This design comes from an exercise in tuning for small area on the open sky130 flow, not from production work. Only simulation tests tie the RTL to the original design; equivalence was not proved. Power figures rest on the tool's default switching activity, not on a simulated workload.

== v33 ==
Design pjon_rx, start of the top module:
module pjon_rx (
    input  wire        clk,
    input  wire        rst_n,           
    input  wire        cmd_valid,
    input  wire [31:0] cmd,
    input  wire [2:0]  ev_clr,
    input  wire        cfg_shared,
    input  wire        cfg_simplex,
    input  wire        cfg_router,
    input  wire [7:0]  device_id,
    input  wire [31:0] bus_id,
    input  wire [2:0]  irq_en,
    output reg  [2:0]  result_code,
    output reg         ev_deliver,
    output reg         ev_resp_valid,
    output reg         ev_overrun,
    output wire        rx_active,
    output wire        irq,
    output wire [31:0] result,
    output wire [7:0]  resp,
    output reg  [7:0]  meta_rx_id,
    output reg  [7:0]  meta_tx_id,
    output reg  [31:0] meta_rx_bus,
    output reg  [31:0] meta_tx_bus,
    output reg  [15:0] meta_header,
    output wire [15:0] rx_length,
    output wire [15:0] rx_count,
    output wire [15:0] rx_payoff,
    output wire [15:0] rx_paylen,
    output reg  [7:0]  crc8_acc,
    output wire [31:0] crc32_acc
);
==> flow/config.mk <==
export PLATFORM = sky130hd
export DESIGN_NAME = pjon_rx
export DESIGN_NICKNAME = pjon_rx
export VERILOG_FILES = /design/flow/design.v
export SDC_FILE = /design/flow/constraint.sdc
export NUM_CORES = 4
export LEC_CHECK = 0
export CAP_MARGIN = 20
export CORE_MARGIN = 2
export CORE_UTILIZATION = 40
export SLEW_MARGIN = 20
==> flow/constraint.sdc <==
create_clock -name core_clock -period 12.0 [get_ports {clk}]
set_input_delay 2.4000 -clock core_clock [delete_from_list [all_inputs] [get_ports {clk}]]
set_output_delay 2.4000 -clock core_clock [all_outputs]
set_load 0.01 [all_outputs]
standard.sh (not shown) runs the stock make flow with config.mk's settings and CLKGATE_MAP_FILE= SYNTH_SCRIPT=/design/flow/synth_recipe.tcl, a recipe that flattens the netlist after the stock synthesis.
==> flow/flow/run.sh <==
#!/bin/bash
# Own layout flow: the standard ORFS flow (standard.sh) with three changes
#  - synthesis maps logic with an area-oriented ABC script (flow/abc_map.script)
#    instead of ORFS's delay-oriented one; the rest of synthesis, and so the
#    registers, are unchanged;
#  - ports are buffered with buf_1 instead of the default buffer pick;
#  - the clock tree uses small clock buffers in sink clusters of up to 15,
#    without dummy loads.
# Each tool's output goes to a log file in this folder.
set -euo pipefail
W=$(pwd)
rm -rf "$W/scripts_mod"
cp -r "$FLOW_HOME/scripts" "$W/scripts_mod"
cp "$W/flow/abc_map.script" "$W/scripts_mod/abc_speed.script"
CTS="-sink_clustering_enable -repair_clock_nets -dont_use_dummy_load -sink_clustering_size 10 -sink_clustering_max_diameter 40 -buf_list {sky130_fd_sc_hd__clkbuf_2 sky130_fd_sc_hd__clkbuf_4}"
bash standard.sh \
  SCRIPTS_DIR="$W/scripts_mod" \
  BUFFER_PORTS_ARGS="-buffer_cell sky130_fd_sc_hd__buf_1" \
  CTS_ARGS="$CTS" \
  finish > "$W/standard_flow.log" 2>&1
==> flow/flow/abc_map.script <==
strash
dc2
dch -f
map -a
mfs2
strash
dc2
dch -f
map -a
topo
v33 | stages: all done | timing, DRC, antenna: all pass
diff inputs: v33 => v52
==> flow/flow/run.sh <==
#!/bin/bash
# Own layout flow: the standard ORFS flow, with smaller port buffers
# (buf_1 instead of the default pick) and a clock tree built from small
# clock buffers without dummy loads. Each tool's output goes to a log here.
set -euo pipefail
W=$(pwd)
CTS="-sink_clustering_enable -repair_clock_nets -dont_use_dummy_load -buf_list {sky130_fd_sc_hd__clkbuf_1 sky130_fd_sc_hd__clkbuf_2 sky130_fd_sc_hd__clkbuf_4}"
bash standard.sh \
  BUFFER_PORTS_ARGS="-buffer_cell sky130_fd_sc_hd__buf_1" \
  CTS_ARGS="$CTS" \
  finish > "$W/standard_flow.log" 2>&1
removed: flow/flow/abc_map.script
==> comparison <==
Row sequential share of power: v52 lower / v33 higher. Sequential cell area share is lower on v52. Delta(setup slack on the worst flop-to-flop path, v52 - v33) > 0. The post-route core utilization in v52 sits 0.81 points below the value recorded for v33. From v33 to v52 the numbers moved as follows: total of clock buffers placed in the layout rose 35, number of cells in the finished layout apart from fillers rose 3.1%, maximum clock frequency rose 28%. v52 ended up with rx_hdr[1] as its launching instance or port of the critical path; v33 ended up with cmd_valid. Row per-cell routed wire length: v52 higher / v33 lower. Looking at category of the critical setup timing path, the in2reg result is from v33; the reg2reg one comes from v52. Top metal layer carrying routed signals = met4: v33; top metal layer carrying routed signals = met5: v52. [v52 vs v33] slack of the critical path: higher in v52. The lower global-route usage of v52 and v33 is in v52.
Inputs modified between v52 and v8:
==> flow/flow/run.sh <==
#!/bin/bash
# Own layout flow: the standard ORFS flow (standard.sh) with three changes
#  - synthesis maps logic with an area-oriented ABC script (flow/abc_map.script)
#    instead of ORFS's delay-oriented one, and leaves adders to ABC instead of
#    mapping them to half/full adder cells first; the rest of synthesis, and
#    so the registers, are unchanged;
#  - ports are buffered with buf_1 instead of the default buffer pick;
#  - the clock tree uses small clock buffers in sink clusters of up to 10,
#    without dummy loads.
# Each tool's output goes to a log file in this folder.
set -euo pipefail
W=$(pwd)
rm -rf "$W/scripts_mod"
cp -r "$FLOW_HOME/scripts" "$W/scripts_mod"
cp "$W/flow/abc_map.script" "$W/scripts_mod/abc_speed.script"
CTS="-sink_clustering_enable -repair_clock_nets -dont_use_dummy_load -sink_clustering_size 10 -sink_clustering_max_diameter 40 -buf_list {sky130_fd_sc_hd__clkbuf_2 sky130_fd_sc_hd__clkbuf_4}"
bash standard.sh \
  SCRIPTS_DIR="$W/scripts_mod" \
  ADDER_MAP_FILE= \
  BUFFER_PORTS_ARGS="-buffer_cell sky130_fd_sc_hd__buf_1" \
  CTS_ARGS="$CTS" \
  finish > "$W/standard_flow.log" 2>&1
==> flow/flow/abc_map.script (new file) <==
strash
dc2
dch -f
map -a
mfs2
strash
dc2
dch -f
map -a
topo
Notes after the runs:
In the flow results for v52 and v8, the filler-free cell count of the finished design is smaller on v8.
Hold slack in v8 is 90 ps higher than in v52
Logic gate share of total power ends up higher on v52.
In the tables for v52 and v8, number of clock buffer instances in the layout reads higher with v52.
Area taken by multi-input logic gates, v8 vs v52: down by more than 10%
Summary: with v52 as the reference, maximum number of pins on one net before global-route repair in v8 moved down by more than a quarter.
Compared with v52, in v8 average wire length per cell after detail routing has decreased, proportion of cell area occupied by registers has increased.
Measured against each other, v52 and v8 differ in post-route minimum period, the lower figure coming from v52.
Input-level comparison between v30 and v8:
==> flow/flow/run.sh <==
#!/bin/bash
# Own layout flow: the standard ORFS flow, with smaller port buffers
# (buf_1 instead of the default pick) and a clock tree built from small
# clock buffers in larger sink clusters, without dummy loads.
set -euo pipefail
W=$(pwd)
CTS="-sink_clustering_enable -repair_clock_nets -dont_use_dummy_load -sink_clustering_size 15 -sink_clustering_max_diameter 60 -buf_list {sky130_fd_sc_hd__clkbuf_2 sky130_fd_sc_hd__clkbuf_4 sky130_fd_sc_hd__clkbuf_8}"
bash standard.sh \
  BUFFER_PORTS_ARGS="-buffer_cell sky130_fd_sc_hd__buf_1" \
  CTS_ARGS="$CTS" \
  finish > "$W/standard_flow.log" 2>&1
removed: flow/flow/abc_map.script
Findings:
- Against v8, number of nets in the finished design in v30 rose by a few percent.
- Fraction of the cycle the final worst path needs in v30 vs v8: down 15 points
- Diff v8 and v30: cell count after placement lower in v8
- The higher global router's overall resource usage came out of v8.
- v30 finished every stage and its layout cleared the timing, DRC and antenna checks.
- Remaining max-slew budget at the tightest pin (lower): v8
- v30 vs v8: area added between synthesis and finish down
- v30 vs. v8: power climbed 3.3%; sequential share of cell area dropped 5.3 points; maximum number of pins on one net before global-route repair climbed 27.

* * *

Setup of job 9029:
Another version of the RTL of pjon_rx (not shown whole).
Size in the first run: about 1500 cells after synthesis, ~320 flip-flops, ~14000 um^2 of cells after synthesis.
==> flow/design.v (excerpt) <==
module pjon_rx (
    input  wire        clk,
    input  wire        rst_n,           
    input  wire        cmd_valid,
    input  wire [31:0] cmd,
    input  wire [2:0]  ev_clr,
    input  wire        cfg_shared,
    input  wire        cfg_simplex,
    input  wire        cfg_router,
    input  wire [7:0]  device_id,
    input  wire [31:0] bus_id,
    input  wire [2:0]  irq_en,
    output reg  [2:0]  result_code,
    output reg         ev_deliver,
    output reg         ev_resp_valid,
    output reg         ev_overrun,
    output wire        rx_active,
    output wire        irq,
    output wire [31:0] result,
    output wire [7:0]  resp,
    output reg  [7:0]  meta_rx_id,
    output reg  [7:0]  meta_tx_id,
    output reg  [31:0] meta_rx_bus,
    output reg  [31:0] meta_tx_bus,
    output reg  [15:0] meta_header,
    output wire [15:0] rx_length,
    output wire [15:0] rx_count,
    output wire [15:0] rx_payoff,
    output wire [15:0] rx_paylen,
    output reg  [7:0]  crc8_acc,
    output wire [31:0] crc32_acc
);
    localparam [2:0] R_NONE    = 3'd0;
  ...
Settings: LEC_CHECK=0, CAP_MARGIN=20, CORE_MARGIN=2, CORE_UTILIZATION=40, SLEW_MARGIN=20; clock period 12.0 ns.
==> flow/flow/run.sh <==
#!/bin/bash
# Own layout flow: the standard ORFS flow (standard.sh) with three changes
#  - synthesis maps logic with an area-oriented ABC script (flow/abc_map.script,
#    a 30 s &deepsyn pass, then area mapping with don't-care resynthesis)
#    instead of ORFS's delay-oriented one, and leaves adders to ABC instead of
#    mapping them to half/full adder cells first; the rest of synthesis, and
#    so the registers, are unchanged;
#  - ports are buffered with buf_1 instead of the default buffer pick;
#  - the clock tree uses small clock buffers in sink clusters of up to 10,
#    without dummy loads.
# Each tool's output goes to a log file in this folder.
set -euo pipefail
W=$(pwd)
rm -rf "$W/scripts_mod"
cp -r "$FLOW_HOME/scripts" "$W/scripts_mod"
cp "$W/flow/abc_map.script" "$W/scripts_mod/abc_speed.script"
CTS="-sink_clustering_enable -repair_clock_nets -dont_use_dummy_load -sink_clustering_size 10 -sink_clustering_max_diameter 40 -buf_list {sky130_fd_sc_hd__clkbuf_1 sky130_fd_sc_hd__clkbuf_2 sky130_fd_sc_hd__clkbuf_4}"
bash standard.sh \
  SCRIPTS_DIR="$W/scripts_mod" \
  ADDER_MAP_FILE= \
  SKIP_REPAIR_TIE_FANOUT=1 \
  BUFFER_PORTS_ARGS="-buffer_cell sky130_fd_sc_hd__buf_1" \
  CTS_ARGS="$CTS" \
  finish > "$W/standard_flow.log" 2>&1
==> flow/flow/abc_map.script <==
strash
dc2
&get -n
&deepsyn -T 30
&put
dch -f
map -a
mfs2
strash
dc2
dch -f
map -a
mfs2
strash
dc2
dch -f
map -a
topo
Input-level comparison between job 8008 and job 9029:
Settings: SLEW_MARGIN now 0, was 20; CAP_MARGIN now 0, was 20.
==> flow/flow/run.sh <==
#!/bin/bash
# Own layout flow: the standard ORFS flow (standard.sh) with these changes
#  - synthesis maps logic with an area-oriented ABC script (flow/abc_map.script,
#    an &deepsyn pass of up to 200 s, then area mapping with don't-care
#    resynthesis)
#    instead of ORFS's delay-oriented one, and leaves adders to ABC instead of
#    mapping them to half/full adder cells first; the rest of synthesis, and
#    so the registers, are unchanged;
#  - ports are buffered with buf_1 instead of the default buffer pick;
#  - the constant outputs share synthesis's single tie cell (no per-port
#    tie cells);
#  - the clock tree uses small clock buffers in sink clusters of up to 10
#    sinks and 45 um,
#    without dummy loads.
# Each tool's output goes to a log file in this folder.
set -euo pipefail
W=$(pwd)
rm -rf "$W/scripts_mod"
cp -r "$FLOW_HOME/scripts" "$W/scripts_mod"
cp "$W/flow/abc_map.script" "$W/scripts_mod/abc_speed.script"
CTS="-sink_clustering_enable -repair_clock_nets -dont_use_dummy_load -sink_clustering_size 10 -sink_clustering_max_diameter 45 -buf_list {sky130_fd_sc_hd__clkbuf_2 sky130_fd_sc_hd__clkbuf_4}"
bash standard.sh \
  SCRIPTS_DIR="$W/scripts_mod" \
  ADDER_MAP_FILE= \
  SKIP_REPAIR_TIE_FANOUT=1 \
  BUFFER_PORTS_ARGS="-buffer_cell sky130_fd_sc_hd__buf_1" \
  CTS_ARGS="$CTS" \
  finish > "$W/standard_flow.log" 2>&1
==> flow/flow/abc_map.script <==
strash
dc2
&get -n
&deepsyn -J 100 -T 200
&put
dch -f
map -a
mfs2
strash
dc2
dch -f
map -a
mfs2
strash
dc2
dch -f
map -a
topo
### Flow results
- Changes observed in job 8008 relative to job 9029: proportion of cell area spent on the clock network decreased 0.26 points, worst setup slack went down, global-route usage shows a reduction of 1.1 points, post-synthesis to final-layout area growth fell 0.30 points.
Here is what was changed in the inputs of job 9877 compared with job 8008.
Settings: SLEW_MARGIN changed from 0 to 20; CAP_MARGIN changed from 0 to 20.
==> flow/flow/run.sh <==
#!/bin/bash
# Own layout flow: the standard ORFS flow (standard.sh) with three changes
#  - synthesis maps logic with an area-oriented ABC script (flow/abc_map.script,
#    a 30 s &deepsyn pass, then area mapping with don't-care resynthesis)
#    instead of ORFS's delay-oriented one, and leaves adders to ABC instead of
#    mapping them to half/full adder cells first; the rest of synthesis, and
#    so the registers, are unchanged;
#  - ports are buffered with buf_1 instead of the default buffer pick;
#  - the clock tree uses small clock buffers in sink clusters of up to 10,
#    without dummy loads.
# Each tool's output goes to a log file in this folder.
set -euo pipefail
W=$(pwd)
rm -rf "$W/scripts_mod"
cp -r "$FLOW_HOME/scripts" "$W/scripts_mod"
cp "$W/flow/abc_map.script" "$W/scripts_mod/abc_speed.script"
CTS="-sink_clustering_enable -repair_clock_nets -dont_use_dummy_load -sink_clustering_size 10 -sink_clustering_max_diameter 40 -buf_list {sky130_fd_sc_hd__clkbuf_2 sky130_fd_sc_hd__clkbuf_4}"
bash standard.sh \
  SCRIPTS_DIR="$W/scripts_mod" \
  ADDER_MAP_FILE= \
  SKIP_REPAIR_TIE_FANOUT=1 \
  BUFFER_PORTS_ARGS="-buffer_cell sky130_fd_sc_hd__buf_1" \
  CTS_ARGS="$CTS" \
  finish > "$W/standard_flow.log" 2>&1
==> flow/flow/abc_map.script <==
strash
dc2
&get -n
&deepsyn -T 30
&put
dch -f
map -a
mfs2
strash
dc2
dch -f
map -a
mfs2
strash
dc2
dch -f
map -a
topo
Results
crc_x[29] as the timing endpoint of the critical path was reported by job 9877, and meta_rx_bus[14] by job 8008.
On routability-driven placement congestion ratio, job 8008 and job 9877 are neck and neck.
Diff job 8008 -> job 9877: number of logic stages on the critical path including buffering shrank by 2; clock period minus worst slack down 57 ps; area after synthesis went up about 0.7%.
Comparing clock share of power for job 8008 and job 9877, the smaller number came from job 9877.
Job 9877 vs job 8008, cell with the biggest individual delay on the critical path: sky130_fd_sc_hd__nor4b_1 vs sky130_fd_sc_hd__clkinv_1
On job 9877: insertion delay to the later sink of the worst-skew pair is 110 ps higher than what job 8008 gave.
Delta (job 9877 minus job 8008): least setup slack across all paths after layout increased by 57 ps relative to the old numbers, first-pass iteration count of the detailed router increased by 3 relative to the old numbers.
## Diff of input files: job 2341 against job 9877
diff --git a/flow/flow/run.sh b/flow/flow/run.sh
--- a/flow/flow/run.sh
+++ b/flow/flow/run.sh
@@ -1,5 +1,6 @@
 #!/bin/bash
-# Own layout flow: the standard ORFS flow (standard.sh) with three changes
+# Own layout flow: the standard ORFS flow (standard.sh) with these changes
 #  - synthesis maps logic with an area-oriented ABC script (flow/abc_map.script,
-#    a 30 s &deepsyn pass, then area mapping with don't-care resynthesis)
+#    an &deepsyn pass of up to 200 s, then area mapping with don't-care
+#    resynthesis)
 #    instead of ORFS's delay-oriented one, and leaves adders to ABC instead of
@@ -8,2 +9,4 @@
 #  - ports are buffered with buf_1 instead of the default buffer pick;
+#  - the constant outputs share synthesis's single tie cell (no per-port
+#    tie cells);
 #  - the clock tree uses small clock buffers in sink clusters of up to 10,
@@ -16,3 +19,3 @@
 cp "$W/flow/abc_map.script" "$W/scripts_mod/abc_speed.script"
-CTS="-sink_clustering_enable -repair_clock_nets -dont_use_dummy_load -sink_clustering_size 10 -sink_clustering_max_diameter 40 -buf_list {sky130_fd_sc_hd__clkbuf_2 sky130_fd_sc_hd__clkbuf_4}"
+CTS="-sink_clustering_enable -repair_clock_nets -dont_use_dummy_load -sink_clustering_size 10 -sink_clustering_max_diameter 45 -buf_list {sky130_fd_sc_hd__clkbuf_2 sky130_fd_sc_hd__clkbuf_4}"
 bash standard.sh \
==> flow/flow/abc_map.script <==
strash
dc2
&get -n
&deepsyn -J 100 -T 200
&put
dch -f
map -a
mfs2
strash
dc2
dch -f
map -a
mfs2
strash
dc2
dch -f
map -a
topo
==> comparison <==
The final layout from job 2341, which completed every stage, passed the timing, DRC and antenna checks at the end of the flow. Compared with job 9877, in job 2341 final worst-path cycle share moved down, clock-buffer cell count saw a decrease, shortest period the worst path allows down 36 ps, largest stage delay on the critical path decreased by 20 ps relative to the old numbers, via count -1.3%. Taking job 9877 as the reference, in job 2341 share of final layout cell area taken by non-clock buffers shows no meaningful change, area of the multi-input gates down 2.8%, total length of routed wires moved down, weighted congestion at the end of routability-driven global placement did not really move. Comparing job 9877 and job 2341, static power due to leakage is higher on job 2341.

afterwards: timing with drivers on the ports:
The flow's constraints put no driver on any port. The routed layouts listed below were extracted and timed again, unchanged, in two steps. Step 1, drivers: a clkbuf_16 drives clk and a buf_2 each remaining input, both assumed. Step 2 adds t to the input delays and takes it off the output delays; t is the mean of the earliest and latest rising clock arrival at the registers after step 1. Input paths then give back, and output paths get back, about the clock's delay inside the block. Slacks: no drivers / after step 1 / after step 2; pairs: no drivers / after step 1.
run	shift t [ns]	slack for setup (ns)	worst slew at a driven data input, ns	pins driven straight from the clock port
v33	0.810	3.232 / 3.256 / 2.446	0.09	1
v52	0.803	5.131 / 5.131 / 4.396	0.08	1
v8	0.744	3.283 / 3.311 / 2.568	0.08	1
v30	0.665	5.059 / 5.059 / 4.426	0.08	1
job 9029	0.808	5.187 / 5.160 / 4.351	0.16	1
job 8008	0.730	5.130 / 5.154 / 4.423	0.12	1
job 9877	0.808	5.187 / 5.160 / 4.351	0.16	1
job 2341	0.727	5.224 / 5.235 / 4.508	0.12	1
After both steps every run listed still meets setup and hold.
